Background: an optimization exercise with open tools, aiming at small area, a short achievable clock period and few clock cycles. Do not read the settings as production practice.
Only simulation tests tie the RTL to the original design; equivalence was not proved.
Power and IR drop assume default switching activity.

==> inputs of zinc <==
## romdec
module romdec (
    input  wire        clk,
    input  wire        rst,
    input  wire        start,
    input  wire [2:0]  unit,
    input  wire [15:0] maxlen,
    input  wire [15:0] in_len,
    input  wire [15:0] bias,
    output wire        busy,
    output wire        done,
    output wire [3:0]  code,
    output wire [15:0] count,
    output wire [31:0] fault_info,
    output reg         in_re,
    output reg  [15:0] in_addr,
    input  wire [7:0]  in_rdata,
    output reg         out_we,
    output reg  [15:0] out_waddr,
    output reg  [7:0]  out_wdata,
    output reg         out_re,
    output reg  [15:0] out_raddr,
    input  wire [7:0]  out_rdata
);
export LEC_CHECK = 0
export CAP_MARGIN = 20
export CORE_MARGIN = 2
export CORE_UTILIZATION = 40
export PLACE_DENSITY = 0.6
export SETUP_SLACK_MARGIN = 4.5
export SLEW_MARGIN = 20
create_clock -name core_clock -period 8.0 [get_ports {clk}]
run.sh (not shown) runs the stock make flow with config.mk's settings and CLKGATE_MAP_FILE= SYNTH_SCRIPT=/design/flow/synth_recipe.tcl, a recipe that flattens the netlist after the stock synthesis.
==> inputs of juniper, as changes to zinc <==
--- a/flow/design.v
+++ b/flow/design.v
@@ -89,10 +89,11 @@
     reg        d1;         
     reg [16:0] kd;         
     reg [1:0]  rl;         
     reg [8:0]  cnt;
     reg        zf;         
+    reg [7:0]  dacc;
     reg [15:0] acc;
     reg [4:0]  epl;
     reg [4:0]  efm;
     reg [6:0]  fsh;
     reg [2:0]  bp;         
@@ -132,12 +133,11 @@
         endcase
     end
     wire [16:0] x_sum = {1'b0, wp} + {1'b0, x_off} + {16'd0, we_q};
     wire        x_one = &x_off;
     wire [15:0] s_x    = off;
-    wire [16:0] s_x2   = {1'b0, s_x} + 17'd2;
-    wire        s_fits = (s_x2 <= {1'b0, lim});
+    wire        s_fits = (s_x <= aux);
     wire [11:0] s_t    = {4'd0, head} + 12'd18 + {~wp[11:0]} + {11'd0, ~we_q};
     wire g1 = |kd[16:2];
     wire g2 = |kd[16:3];
     wire g4 = |kd[16:5];
     wire sd_empty = ~|kd[8:1];
@@ -172,11 +172,11 @@
                 dcm_step = 8'd255;
             else
                 dcm_step = s[7:0];
         end
     endfunction
-    wire [7:0] dcm_next = dcm_step(acc[7:0], off[3:0]);
+    wire [7:0] dcm_next = dcm_step(dacc, off[3:0]);
     wire       eb0    = head[~bp];
     wire       eb1    = head[~bp - 3'd1];
     wire       et2    = (nb[4:1] != 4'd0) && (bp != 3'd7);
     wire [4:0] nb_n   = nb - (et2 ? 5'd2 : 5'd1);
     wire       e_last = et2 ? (nb == 5'd2) : (nb == 5'd1);
@@ -299,21 +299,22 @@
                 ip     <= 16'd0;
                 iend   <= (in_len == 16'd0);
                 lim    <= in_len;
                 case (unit)
                     3'd0:    aux <= maxlen;
+                    3'd3:    aux <= in_len - 16'd2;
                     3'd4:    aux <= bias;
                     default: aux <= 16'hFFFF;
                 endcase
                 dz     <= (unit == 3'd0) && (maxlen == 16'd0);
                 kb     <= unit[0];
                 sx     <= (unit == 3'd3);
                 rl     <= 2'd0;
                 xsel   <= 2'd0;
                 kd     <= 17'd1;
                 bp     <= 3'd0;
-                acc[7:0] <= 8'd128;
+                dacc   <= 8'd128;
                 zf     <= 1'b0;
                 ut     <= unit;
                 ph     <= K_INIT;
                 case (unit)
                     3'd0, 3'd1, 3'd3, 3'd4, 3'd5: ;
@@ -500,16 +501,16 @@
                 end
                 S_B2: begin
                     off <= {off[7:0], off[15:8]};
                     zf  <= s_fits;
                     if (s_fits)
-                        lim <= s_x2[15:0];
+                        lim <= s_x + 16'd2;
                     ph <= S_B3;
                 end
                 S_B3: begin
                     if (!zf && s_fits) begin
-                        lim  <= s_x2[15:0];
+                        lim  <= s_x + 16'd2;
                         iend <= (s_x == 16'd0);
                     end else begin
                         iend <= (lim == 16'd2);
                     end
                     zf <= 1'b0;
@@ -548,17 +549,17 @@
                         finish(C_OK);
                     else
                         ph <= D_LO;
                 end
                 D_LO: begin
-                    acc[7:0] <= dcm_next;
+                    dacc     <= dcm_next;
                     emit(dcm_next);
                     off[3:0] <= off[7:4];
                     ph       <= D_HI;
                 end
                 D_HI: begin
-                    acc[7:0] <= dcm_next;
+                    dacc     <= dcm_next;
                     emit(dcm_next);
                     off[7:0] <= head;
                     ph       <= iend ? D_END : D_LO;
                 end
                 D_END: finish(C_OK);
--- a/flow/config.mk
+++ b/flow/config.mk
@@ -7,7 +7,7 @@
 export LEC_CHECK = 0
 export CAP_MARGIN = 20
 export CORE_MARGIN = 2
 export CORE_UTILIZATION = 40
 export PLACE_DENSITY = 0.6
-export SETUP_SLACK_MARGIN = 4.5
+export SETUP_SLACK_MARGIN = 4.0
 export SLEW_MARGIN = 20
==> inputs of lagoon, as changes to zinc <==
--- a/flow/design.v
+++ b/flow/design.v
@@ -67,43 +67,37 @@
     reg        busy_q, done_q;
     reg [5:0]  ph;
     reg [3:0]  code_q;
     reg        kb;         
     reg        sx;         
-    reg [2:0]  ut;         
     reg [15:0] ra;         
-    reg [15:0] ip;         
-    reg [7:0]  hd, nd;     
-    reg        hv, nv;     
-    reg        iv;         
+    reg [7:0]  hbuf;       
+    reg        tk_q;       
     reg        iend;       
     reg [15:0] wp;         
     reg        we_q;
     reg [7:0]  wd_q;
     reg [15:0] lim;        
     reg [15:0] aux;        
     reg        dz;         
     reg [15:0] off;        
     reg [15:0] src;        
     reg        xbad;       
-    reg [1:0]  xsel;       
     reg        d1;         
     reg [16:0] kd;         
     reg [1:0]  rl;         
     reg [8:0]  cnt;
     reg        zf;         
+    reg [7:0]  dacc;
     reg [15:0] acc;
     reg [4:0]  epl;
     reg [4:0]  efm;
     reg [6:0]  fsh;
     reg [2:0]  bp;         
     reg [4:0]  nb;         
     reg        et;         
-    reg        e_inc;      
-    reg        e_dec;      
-    reg        e_ei;       
-    reg        e_lit;      
+    reg [2:0]  emode;      
     assign busy  = busy_q;
     assign done  = done_q;
     assign code  = code_q;
     assign count = wp;
     wire sel_wp  = code_q[2] | (code_q[1] & code_q[0]);
@@ -118,26 +112,24 @@
         out_raddr = src;
         out_we    = we_q;
         out_waddr = wp;
         out_wdata = wd_q;
     end
-    wire [7:0]  head   = hd;
+    wire [7:0]  head   = tk_q ? in_rdata : hbuf;
     wire [15:0] ra_inc = ra + 16'd1;
-    wire [15:0] ip_inc = ip + 16'd1;
     reg  [15:0] x_off;
     always @* begin
-        case (xsel)
-            2'd1:    x_off = {3'b111, head[7:3], off[7:0]};
-            2'd2:    x_off = {4'hF, off[11:8] + head[7:4], off[7:0]};
+        case (ph)
+            K_HI:    x_off = {3'b111, head[7:3], off[7:0]};
+            S_RH:    x_off = {4'hF, off[11:8] + head[7:4], off[7:0]};
             default: x_off = {8'hFF, head};
         endcase
     end
     wire [16:0] x_sum = {1'b0, wp} + {1'b0, x_off} + {16'd0, we_q};
     wire        x_one = &x_off;
     wire [15:0] s_x    = off;
-    wire [16:0] s_x2   = {1'b0, s_x} + 17'd2;
-    wire        s_fits = (s_x2 <= {1'b0, lim});
+    wire        s_fits = (s_x <= aux);
     wire [11:0] s_t    = {4'd0, head} + 12'd18 + {~wp[11:0]} + {11'd0, ~we_q};
     wire g1 = |kd[16:2];
     wire g2 = |kd[16:3];
     wire g4 = |kd[16:5];
     wire sd_empty = ~|kd[8:1];
@@ -172,38 +164,41 @@
                 dcm_step = 8'd255;
             else
                 dcm_step = s[7:0];
         end
     endfunction
-    wire [7:0] dcm_next = dcm_step(acc[7:0], off[3:0]);
+    wire [7:0] dcm_next = dcm_step(dacc, off[3:0]);
     wire       eb0    = head[~bp];
     wire       eb1    = head[~bp - 3'd1];
     wire       et2    = (nb[4:1] != 4'd0) && (bp != 3'd7);
     wire [4:0] nb_n   = nb - (et2 ? 5'd2 : 5'd1);
-    wire       e_last = et2 ? (nb == 5'd2) : (nb == 5'd1);
+    wire       e_last = (nb_n == 5'd0);
     wire [6:0] fsh_n  = et2 ? {fsh[4:0], eb0, eb1} : {fsh[5:0], eb0};
     wire [15:0] acc_n = et2 ? {acc[13:0], eb0, eb1} : {acc[14:0], eb0};
     wire [2:0] efm_k  = efm[0] + efm[1] + efm[2] + efm[3] + efm[4];
     wire [4:0] efirst = (efm_k != 3'd0) ? {2'd0, efm_k} : epl;
     wire [1:0] fp1 = efm[0];
     wire [1:0] fp2 = efm[0] + efm[1];
     wire [2:0] fp3 = efm[0] + efm[1] + efm[2];
     wire [2:0] fp4 = efm[0] + efm[1] + efm[2] + efm[3];
-    wire [4:0] eflags = {efm[4] & fsh_n[fp4], efm[3] & fsh_n[fp3], efm[2] & fsh_n[fp2],
-                         efm[1] & fsh_n[fp1], efm[0] & fsh_n[0]};
-    wire [15:0] e_v    = acc | {fsh[4:0], 11'd0};
+    wire [4:0] eflags = {efm[4] & fsh[fp4], efm[3] & fsh[fp3], efm[2] & fsh[fp2],
+                         efm[1] & fsh[fp1], efm[0] & fsh[0]};
+    wire [15:0] e_v    = acc | {eflags, 11'd0};
     wire [15:0] e_sum  = e_v + aux;
+    wire        e_inc  = (emode == 3'd0) || (emode == 3'd3);
+    wire        e_dec  = (emode == 3'd4);
     wire [15:0] e_step = e_v + {{15{e_dec}}, e_inc | e_dec};
     wire k_ph = (ph <= K_N);
     wire e_rd = (ph >= E_TOK) && (ph <= E_RAW);
     reg take, rdb;
     always @* begin
         take = 1'b0;
         if (rl != 2'd0 && k_ph) begin
             take = 1'b1;
         end else begin
             case (ph)
+                K_INIT, S_INIT, D_INIT, E_INIT: take = 1'b1;
                 K_TOK: take = kd[0] ? g1 : (kd[1] ? g2 : g4);
                 K_B1:  take = kd[0] & g1;
                 K_C0:  take = g1;
                 K_LIT, K_OFF, K_LO, K_HI, K_N: take = 1'b1;
                 S_B0, S_B1, S_TOK, S_RH: take = 1'b1;
@@ -212,42 +207,17 @@
                 E_TOK, E_TH, E_FL, E_RAW: take = (bp == 3'd7) || (et2 && bp == 3'd6);
                 default: ;
             endcase
         end
         rdb = e_rd ? (bp == 3'd0) : take;
+        if (ph == K_INIT || ph == S_INIT || ph == D_INIT || ph == E_INIT)
+            rdb = 1'b0;
         if (!busy_q) begin
             take = 1'b0;
             rdb  = 1'b0;
         end
     end
-    reg [7:0] q_hd, q_nd;
-    reg       q_hv, q_nv, q_issue;
-    always @* begin
-        q_hd = hd;
-        q_hv = hv;
-        q_nd = nd;
-        q_nv = nv;
-        if (take) begin
-            q_hd = nd;
-            q_hv = nv;
-            q_nv = 1'b0;
-        end
-        if (iv) begin
-            if (!q_hv) begin
-                q_hd = in_rdata;
-                q_hv = 1'b1;
-            end else begin
-                q_nd = in_rdata;
-                q_nv = 1'b1;
-            end
-        end
-        q_issue = busy_q && !q_nv;
-        if (!busy_q) begin
-            q_hv = 1'b0;
-            q_nv = 1'b0;
-        end
-    end
     task finish;
         input [3:0] c;
         begin
             busy_q <= 1'b0;
             done_q <= 1'b1;
@@ -276,49 +246,49 @@
             xbad <= ~x_sum[16];
             d1   <= x_one;
         end
     endtask
     always @(posedge clk) begin
+        tk_q <= take;
+        hbuf <= head;
         we_q <= 1'b0;
         if (take) begin
-            ip   <= ip_inc;
-            iend <= (ip_inc == lim);
+            ra   <= ra_inc;
+            iend <= (ra == lim);
         end
-        ra <= ra + {15'd0, q_issue};
-        iv <= q_issue;
-        hd <= q_hd;
-        hv <= q_hv;
-        nd <= q_nd;
-        nv <= q_nv;
-        if (!busy_q) begin
+        if (rst) begin
+            busy_q <= 1'b0;
+            done_q <= 1'b0;
+            code_q <= C_NONE;
+            wp     <= 16'd0;
+        end else if (!busy_q) begin
             if (start) begin
                 busy_q <= 1'b1;
                 done_q <= 1'b0;
                 code_q <= C_NONE;
                 wp     <= 16'd0;
                 ra     <= 16'd0;
-                ip     <= 16'd0;
-                iend   <= (in_len == 16'd0);
                 lim    <= in_len;
                 case (unit)
                     3'd0:    aux <= maxlen;
+                    3'd3:    aux <= in_len - 16'd2;
                     3'd4:    aux <= bias;
                     default: aux <= 16'hFFFF;
                 endcase
                 dz     <= (unit == 3'd0) && (maxlen == 16'd0);
                 kb     <= unit[0];
                 sx     <= (unit == 3'd3);
                 rl     <= 2'd0;
-                xsel   <= 2'd0;
                 kd     <= 17'd1;
                 bp     <= 3'd0;
-                acc[7:0] <= 8'd128;
+                dacc   <= 8'd128;
                 zf     <= 1'b0;
-                ut     <= unit;
-                ph     <= K_INIT;
                 case (unit)
-                    3'd0, 3'd1, 3'd3, 3'd4, 3'd5: ;
+                    3'd0, 3'd1: ph <= K_INIT;
+                    3'd3:       ph <= S_INIT;
+                    3'd4:       ph <= E_INIT;
+                    3'd5:       ph <= D_INIT;
                     default: begin
                         busy_q <= 1'b0;
                         done_q <= 1'b1;
                         code_q <= C_BADCMD;
                         lim    <= {13'd0, unit};
@@ -338,23 +308,12 @@
                     rl       <= 2'd0;
                 end
             end else begin
                 case (ph)
                 K_INIT: begin
-                    if (sx && lim[15:1] == 15'd0) begin
-                        finish(C_OK);
-                    end else if (iv) begin
-                        case (ut)
-                            3'd3:    ph <= S_B0;
-                            3'd4:    ph <= E_H0;
-                            3'd5:    ph <= D_W;
-                            default: begin
-                                rl <= 2'd1;
-                                ph <= K_TOK;
-                            end
-                        endcase
-                    end
+                    rl <= 2'd1;
+                    ph <= K_TOK;
                 end
                 K_TOK: begin
                     if (kd[0]) begin
                         kd <= {1'b0, kd[16:1]};
                         if (!g1) begin
@@ -372,11 +331,10 @@
                     end else if (kd[1]) begin
                         kd <= {2'b0, kd[16:2]};
                         if (g2) begin
                             off[7:0] <= head;
                             ph       <= K_HI;
-                            xsel <= 2'd1;
                         end else begin
                             rl <= 2'd1;
                             ph <= K_LO;
                         end
                     end else if (g4 || kd[4]) begin
@@ -403,11 +361,10 @@
                         rl <= 2'd1;
                     if (kd[0]) begin
                         if (g1) begin
                             off[7:0] <= head;
                             ph       <= K_HI;
-                            xsel <= 2'd1;
                         end else begin
                             ph <= K_LO;
                         end
                     end else begin
                         ph <= K_C1;
@@ -446,14 +403,12 @@
                     ph  <= X_CHK;
                 end
                 K_LO: begin
                     off[7:0] <= head;
                     ph       <= K_HI;
-                    xsel <= 2'd1;
                 end
                 K_HI: begin
-                    xsel      <= 2'd0;
                     off[15:8] <= {3'b111, head[7:3]};
                     setsrc;
                     cnt       <= {6'd0, head[2:0]} + 9'd2;
                     ph        <= (head[2:0] != 3'd0) ? X_CHK : K_N;
                 end
@@ -488,10 +443,16 @@
                             zf <= 1'b0;
                             ph <= sx ? S_TOK : K_TOK;
                         end
                     end
                 end
+                S_INIT: begin
+                    if (lim[15:1] == 15'd0)
+                        finish(C_OK);
+                    else
+                        ph <= S_B0;
+                end
                 S_B0: begin
                     off[7:0] <= head;
                     ph       <= S_B1;
                 end
                 S_B1: begin
@@ -500,16 +461,16 @@
                 end
                 S_B2: begin
                     off <= {off[7:0], off[15:8]};
                     zf  <= s_fits;
                     if (s_fits)
-                        lim <= s_x2[15:0];
+                        lim <= s_x + 16'd2;
                     ph <= S_B3;
                 end
                 S_B3: begin
                     if (!zf && s_fits) begin
-                        lim  <= s_x2[15:0];
+                        lim  <= s_x + 16'd2;
                         iend <= (s_x == 16'd0);
                     end else begin
                         iend <= (lim == 16'd2);
                     end
                     zf <= 1'b0;
@@ -526,44 +487,44 @@
                         if (kd[0]) begin
                             emit(head);
                         end else begin
                             off[11:0] <= s_t;
                             ph        <= S_RH;
-                            xsel <= 2'd2;
                         end
                     end
                 end
                 S_RH: begin
-                    xsel <= 2'd0;
                     if (iend) begin
                         finish(C_OK);
                     end else begin
                         setsrc;
                         cnt <= {5'd0, head[3:0]} + 9'd3;
                         ph  <= X_CHK;
                     end
                 end
+                D_INIT: ph <= D_W;
                 D_W: begin
                     off[7:0] <= head;
                     if (iend)
                         finish(C_OK);
                     else
                         ph <= D_LO;
                 end
                 D_LO: begin
-                    acc[7:0] <= dcm_next;
+                    dacc     <= dcm_next;
                     emit(dcm_next);
                     off[3:0] <= off[7:4];
                     ph       <= D_HI;
                 end
                 D_HI: begin
-                    acc[7:0] <= dcm_next;
+                    dacc     <= dcm_next;
                     emit(dcm_next);
                     off[7:0] <= head;
                     ph       <= iend ? D_END : D_LO;
                 end
                 D_END: finish(C_OK);
+                E_INIT: ph <= E_H0;
                 E_H0: begin
                     acc[7:0] <= head;
                     epl      <= head[4:0];
                     ph       <= E_H1;
                 end
@@ -610,21 +571,15 @@
                     nb  <= nb_n;
                     if (e_last) begin
                         cnt <= {5'd0, fsh_n[3:0]} + 9'd1;
                         fsh <= 7'd0;
                         if (!et) begin
-                            e_inc <= !fsh_n[4];
-                            e_dec <= 1'b0;
-                            e_ei  <= !fsh_n[4];
-                            e_lit <= 1'b0;
+                            emode <= fsh_n[4] ? 3'd1 : 3'd0;
                             acc   <= fsh_n[4] ? off : kd[15:0];
                             ph    <= E_WH;
                         end else begin
-                            e_inc <= (fsh_n[5:4] == 2'd1);
-                            e_dec <= (fsh_n[5:4] == 2'd2);
-                            e_ei  <= 1'b0;
-                            e_lit <= (fsh_n[5:4] == 2'd3);
+                            emode <= {1'b0, fsh_n[5:4]} + 3'd2;
                             acc   <= 16'd0;
                             nb    <= efirst;
                             if (fsh_n[5:4] == 2'd3)
                                 ph <= E_LT;
                             else
@@ -641,13 +596,12 @@
                 E_FL: begin
                     fsh <= fsh_n;
                     bp  <= bp + (et2 ? 3'd2 : 3'd1);
                     nb  <= nb_n;
                     if (e_last) begin
-                        fsh <= {2'd0, eflags};
-                        nb  <= epl;
-                        ph  <= (epl != 5'd0) ? E_RAW : E_WH;
+                        nb <= epl;
+                        ph <= (epl != 5'd0) ? E_RAW : E_WH;
                     end
                 end
                 E_RAW: begin
                     acc <= acc_n;
                     bp  <= bp + (et2 ? 3'd2 : 3'd1);
@@ -663,15 +617,15 @@
                     emit(e_sum[7:0]);
                     cnt <= cnt - 9'd1;
                     acc <= e_step;
                     fsh <= 7'd0;
                     if (cnt == 9'd1) begin
-                        if (e_ei)
+                        if (emode == 3'd0)
                             kd[15:0] <= e_step;
                         nb <= 5'd2;
                         ph <= E_TOK;
-                    end else if (e_lit) begin
+                    end else if (emode == 3'd5) begin
                         acc <= 16'd0;
                         nb  <= efirst;
                         ph  <= (efm_k != 3'd0) ? E_FL : (epl != 5'd0) ? E_RAW : E_WH;
                     end else begin
                         ph <= E_WH;
@@ -679,14 +633,7 @@
                 end
                 default: ;
                 endcase
             end
         end
-        if (rst) begin
-            busy_q <= 1'b0;
-            done_q <= 1'b0;
-            code_q <= C_NONE;
-            wp     <= 16'd0;
-            we_q   <= 1'b0;
-        end
     end
 endmodule
--- a/flow/config.mk
+++ b/flow/config.mk
@@ -7,7 +7,7 @@
 export LEC_CHECK = 0
 export CAP_MARGIN = 20
 export CORE_MARGIN = 2
 export CORE_UTILIZATION = 40
 export PLACE_DENSITY = 0.6
-export SETUP_SLACK_MARGIN = 4.5
+export SETUP_SLACK_MARGIN = 2.5
 export SLEW_MARGIN = 20
==> comparison <==
Of juniper and zinc, zinc has the higher wire length (gap 4.2%, measured against zinc). Of lagoon and zinc, lagoon has the higher count of clock-buffer cells in the layout (gap 2). Of juniper and lagoon, juniper has the higher sequential power (gap about 20%, measured against lagoon). In lagoon the area after synthesis is smaller than in juniper, by 5.6%. Critical path depth, lowest first: juniper, lagoon, zinc. Non-clock buffer count, highest first: zinc, juniper, lagoon. In clock power, juniper and lagoon hardly differ. Sequential cell count, lowest first: lagoon, zinc, juniper. Combinational power: zinc > juniper > lagoon. The highest power belongs to zinc, the lowest to lagoon.
Testbench counts of zinc, summed over its fixed seeds: cycles 511,569.
Testbench counts of juniper, summed over its fixed seeds: cycles 511,569.
Testbench counts of lagoon, summed over its fixed seeds: cycles 511,377.

static timing again, ports no longer ideal:
The results above use ideal ports. As a check the final layouts listed here were re-extracted and re-timed, cells and wires unchanged. Step 1: set_driving_cell puts a clkbuf_16 on clk and a buf_2 on each other input, an assumption about the parent block. Step 2 moves the port delays by t, midway between the first and last clock arrival at a register: inputs arrive t later, outputs are due t later. That takes back most of the time a late clock gives input paths. Three values: no drivers, after step 1, after step 2; two values: the first two.
run	t (ns)	slack for setup (ns)	worst hold slack (ns)
zinc	0.655	4.421 / 4.421 / 3.981	0.500 / 0.500 / 0.500
juniper	0.653	4.071 / 4.010 / 3.637	0.489 / 0.489 / 0.489
lagoon	0.629	2.645 / 2.680 / 2.051	0.504 / 0.504 / 0.504
After both steps every run listed still meets setup and hold. For lagoon, which loses most, drivers alone change the setup slack by +0.035 ns; drivers and shift together by -0.594 ns.
